From an optimization exercise on the open Yosys and OpenROAD flow, aimed at small area; shortcuts taken in it are not production practice.
In this exercise RTL edits were held to simulation tests only and were not proved equivalent to the original.
The clock port is modelled as an ideal driver; clocking choices that lean on that would not hold on a real chip.
No activity file was given, so power comes from the tool's default toggle rates.

== before ==
## ts100_fprog
module ts100_fprog (
    input  wire        clk,
    input  wire        rst_n,
    input  wire        h_valid,
    input  wire        h_write,
    input  wire [2:0]  h_size,
    input  wire [5:0]  h_addr,
    input  wire [31:0] h_wdata,
    output reg  [31:0] h_rdata,
    output wire        h_err,
    output wire [1:0]  a_op,
    output wire [31:0] a_addr,
    output wire [31:0] a_wdata,
    input  wire [31:0] a_rdata
);
    reg [31:0] fl_addr;
    reg [31:0] fl_data;
    reg [31:0] op_data;
    reg [13:2] op_addr;
    reg [5:0]  wcnt;
    reg [1:0]  os;
    reg        aw;
    reg        ck;
    reg        locked;
    reg        keyseq;
    reg        eop;
    reg        wrperr;
    reg        pgerr;
    reg        verr;
    reg        cmderr;
    reg [3:0]  errcode;
    wire bsy = os[1] | os[0];
    assign h_err = h_valid & ((h_size != 3'd4) | (h_addr[1:0] != 2'b00));
    wire       wr = h_valid & h_write & ~h_err;
    wire [3:0] ra = h_addr[5:2];
    wire wr_key  = wr & (ra == 4'h8);
    wire wr_cmd  = wr & (ra == 4'h9);
    wire wr_addr = wr & (ra == 4'hA);
    wire wr_data = wr & (ra == 4'hB);
    wire wr_stat = wr & (ra == 4'hC);
    wire [31:0] stat_val = {14'd0, os, 3'd0, keyseq, errcode, 1'b0,
  ...
Size: about 130 flip-flops.
export LEC_CHECK = 0
export CAP_MARGIN = 20
export CORE_MARGIN = 2
export CORE_UTILIZATION = 40
export SLEW_MARGIN = 20
create_clock -name core_clock -period 10.0 [get_ports {clk}]
standard.sh (not shown) runs the stock make flow with config.mk's settings and CLKGATE_MAP_FILE= SYNTH_SCRIPT=/design/flow/synth_recipe.tcl, a recipe that flattens the netlist after the stock synthesis.
==> flow/flow/run.sh <==
#!/bin/bash
set -euo pipefail
cd "$(dirname "$0")/.."
export BUFFER_PORTS_ARGS="-buffer_cell sky130_fd_sc_hd__buf_1"
export CTS_ARGS="-sink_clustering_enable -repair_clock_nets -dont_use_dummy_load -sink_clustering_size 10 -buf_list {sky130_fd_sc_hd__clkbuf_2 sky130_fd_sc_hd__clkbuf_4}"
bash standard.sh finish > standard_flow.log 2>&1
before finished every step from synthesis to the final layout, and the layout passed the timing, design-rule and antenna checks.
Setup changes, before to after
==> flow/flow/run.sh <==
#!/bin/bash
set -euo pipefail
cd "$(dirname "$0")/.."
export BUFFER_PORTS_ARGS="-buffer_cell sky130_fd_sc_hd__buf_1"
export CTS_ARGS="-sink_clustering_enable -repair_clock_nets -dont_use_dummy_load -buf_list {sky130_fd_sc_hd__clkbuf_4 sky130_fd_sc_hd__clkbuf_8}"
bash standard.sh finish > standard_flow.log 2>&1
==> notes.md <==
after completed; timing, DRC and antenna clean. Between after and before, it is after whose area overhead of the layout relative to synthesis is higher, by 1.6 points. Number of clock sinks seen by CTS: before vs after, no meaningful difference. Between after and before, the worst setup slack does not differ in any meaningful way. after has switching part of the total power below what before had. Going from before to after, the share of cell area taken by multi-input logic gates was found to have gone down by 0.62 points. Between before and after, the difference in via count of the first global-routing pass is negligible. before has higher share of total power in sequential cells than after.

== build 7 ==
Another version of the RTL of ts100_fprog (not shown whole).
Size in the first run: roughly 570 cells after synthesis.
clock: 10.0 ns
lec_check: 0
cap_margin: 20
core_margin: 2
core_utilization: 40
place_density: 0.7
slew_margin: 20
==> flow/flow/run.sh <==
#!/bin/bash
# The standard layout with three changes:
#  * after the standard synthesis, the combinational logic is re-mapped for
#    area with ABC (flip-flops and their names untouched, see remap.sh);
#  * the port buffers are the smallest buffer cell;
#  * the clock tree uses clkbuf_4 cells and no dummy loads, and a leaf that
#    drives many clock pins is upsized (see post_cts.tcl).
set -euo pipefail
cd "$(dirname "$0")/.."
work=$PWD
export POST_CTS_TCL="$work/flow/post_cts.tcl"
export BUFFER_PORTS_ARGS="-buffer_cell sky130_fd_sc_hd__buf_1"
export CTS_ARGS="-sink_clustering_enable -repair_clock_nets -dont_use_dummy_load -sink_clustering_size 10 -buf_list {sky130_fd_sc_hd__clkbuf_2 sky130_fd_sc_hd__clkbuf_4}"
res=$work/orfs/results/$FLOW_PLATFORM/ts100_fprog/base
lib=$FLOW_HOME/platforms/$FLOW_PLATFORM/lib/sky130_fd_sc_hd__tt_025C_1v80.lib

# 1. standard synthesis, up to the Yosys netlist
bash standard.sh "$res/1_2_yosys.v" > standard_synth.log 2>&1

# 2. area re-map of the combinational logic
cp "$res/1_2_yosys.v" "$work/synth_standard.v"
bash flow/remap.sh "$work/synth_standard.v" "$work/synth_remap.v" "$lib" > remap.log 2>&1
cp "$work/synth_remap.v" "$res/1_2_yosys.v"
touch "$res/1_2_yosys.v"

# 3. the rest of the standard layout
bash standard.sh finish > standard_flow.log 2>&1
==> flow/flow/post_cts.tcl <==
set upsized 0
foreach inst [get_cells *] {
  if {[get_property $inst ref_name] ne "sky130_fd_sc_hd__clkbuf_4"} { continue }
  set opin [get_pins -of_objects $inst -filter "direction == output"]
  set net [get_nets -of_objects $opin]
  set loads [get_pins -of_objects $net -filter "direction == input"]
  if {[llength $loads] >= 10} {
    replace_cell $inst sky130_fd_sc_hd__clkbuf_8
    incr upsized
  }
}
puts "post_cts: upsized $upsized clock buffers"
if {$upsized > 0} {
  detailed_placement
  check_placement -verbose
  estimate_parasitics -placement
}
Other scripts of this flow, unchanged in this note and not shown: flow/flow/remap.sh
Build 7 reached the end of the flow, and the finished layout is clean on the timing, design-rule and antenna checks.
Here is what was changed in the inputs of build 73 compared with build 7.
- PLACE_DENSITY now 0.76, was 0.7
- CAP_MARGIN now 0, was 20
- SLEW_MARGIN now 0, was 20
-- flow/flow/post_cts.tcl --
<<< build 7, line 7
  if {[llength $loads] >= 10} {
>>> build 73, line 7
  if {[llength $loads] >= 11} {
[summary]
Across build 7 and build 73, the outcome is the same: a clean finish for every run.
Diff build 73..build 7 | vias per cell | negligible
Build 73 -> build 7: core utilization of the finished layout flat
On final estimated routing congestion in global placement: build 73 sits above build 7.
Build 73 against build 7: fraction of the cycle the final worst path needs went up 0.61 points, post-layout total power now sits at about the same level, clock skew has increased, post-detailed-placement half-perimeter wirelength went down.
Build 7 → build 73: arrival time reported for the critical path endpoint up 0.06 ns; length of routed met2 wiring saw a decrease; wire length shrank by 830 um; area taken by multi-input logic gates ~0 delta.
Input changes introduced in build 28 (baseline for comparison: build 73):
- changing PLACE_DENSITY from 0.76 to 0.7
==> notes.md <==
Build 73 → build 28: met2 global-route usage increased 2.8 points; final critical delay including setup and external delays decreased 0.0086 ns.
Final clock period utilization by the worst path delta (build 28 -> build 73): insignificant
~same area used by multi-input combinational logic in build 73 and build 28
As far as clock-pin slew on the worst setup and hold paths is concerned, build 28 and build 73 perform about the same.
Measured against build 73, the routed metal-1 wire length of build 28 comes out at 1.08 times the reference value.
STATUS total power: build 28 wins against build 73
Build 73 and build 28 ended up with nearly the same via count.
Re global placement routability congestion: build 73 and build 28 aren't equal, and the higher value belongs to build 73.
Taking build 73 as 1.0, build 28 lands at 0.944 on power drawn by the clock network.
The final core area utilization on build 28 is in line with that on build 73.

## what the ideal ports hide
In the flow no input, the clock included, has a driving cell. The finished layouts below were timed again as built, in two steps. Step 1 assumes that a clkbuf_16 drives the clock port and a buf_2 every other input. Step 2 times the ports against the registers' clock, not the clock port: input delays grow and output delays shrink by t, the midpoint of the rising clock arrivals with the driver on. Slacks: ideal ports / drivers / drivers and shift; pairs: ideal ports / drivers.
run	shift t [ns]	setup slack, ns	worst setup path after step 2	worst register clock-pin slew, ns	worst data-port slew with drivers (ns)
before	0.552	4.345 / 4.323 / 4.323	input to output	0.11 / 0.11	0.05
after	0.471	4.344 / 4.321 / 4.321	input to output	0.07 / 0.07	0.05
build 7	0.442	4.300 / 4.278 / 4.278	input to output	0.10 / 0.10	0.05
build 73	0.431	4.238 / 4.216 / 4.216	input to output	0.11 / 0.11	0.05
build 28	0.437	4.247 / 4.226 / 4.226	input to output	0.11 / 0.11	0.05
After both steps setup and hold are still met in every run listed. The setup slack of after, which loses most, moves by -0.023 ns with the drivers and by -0.023 ns with both steps.
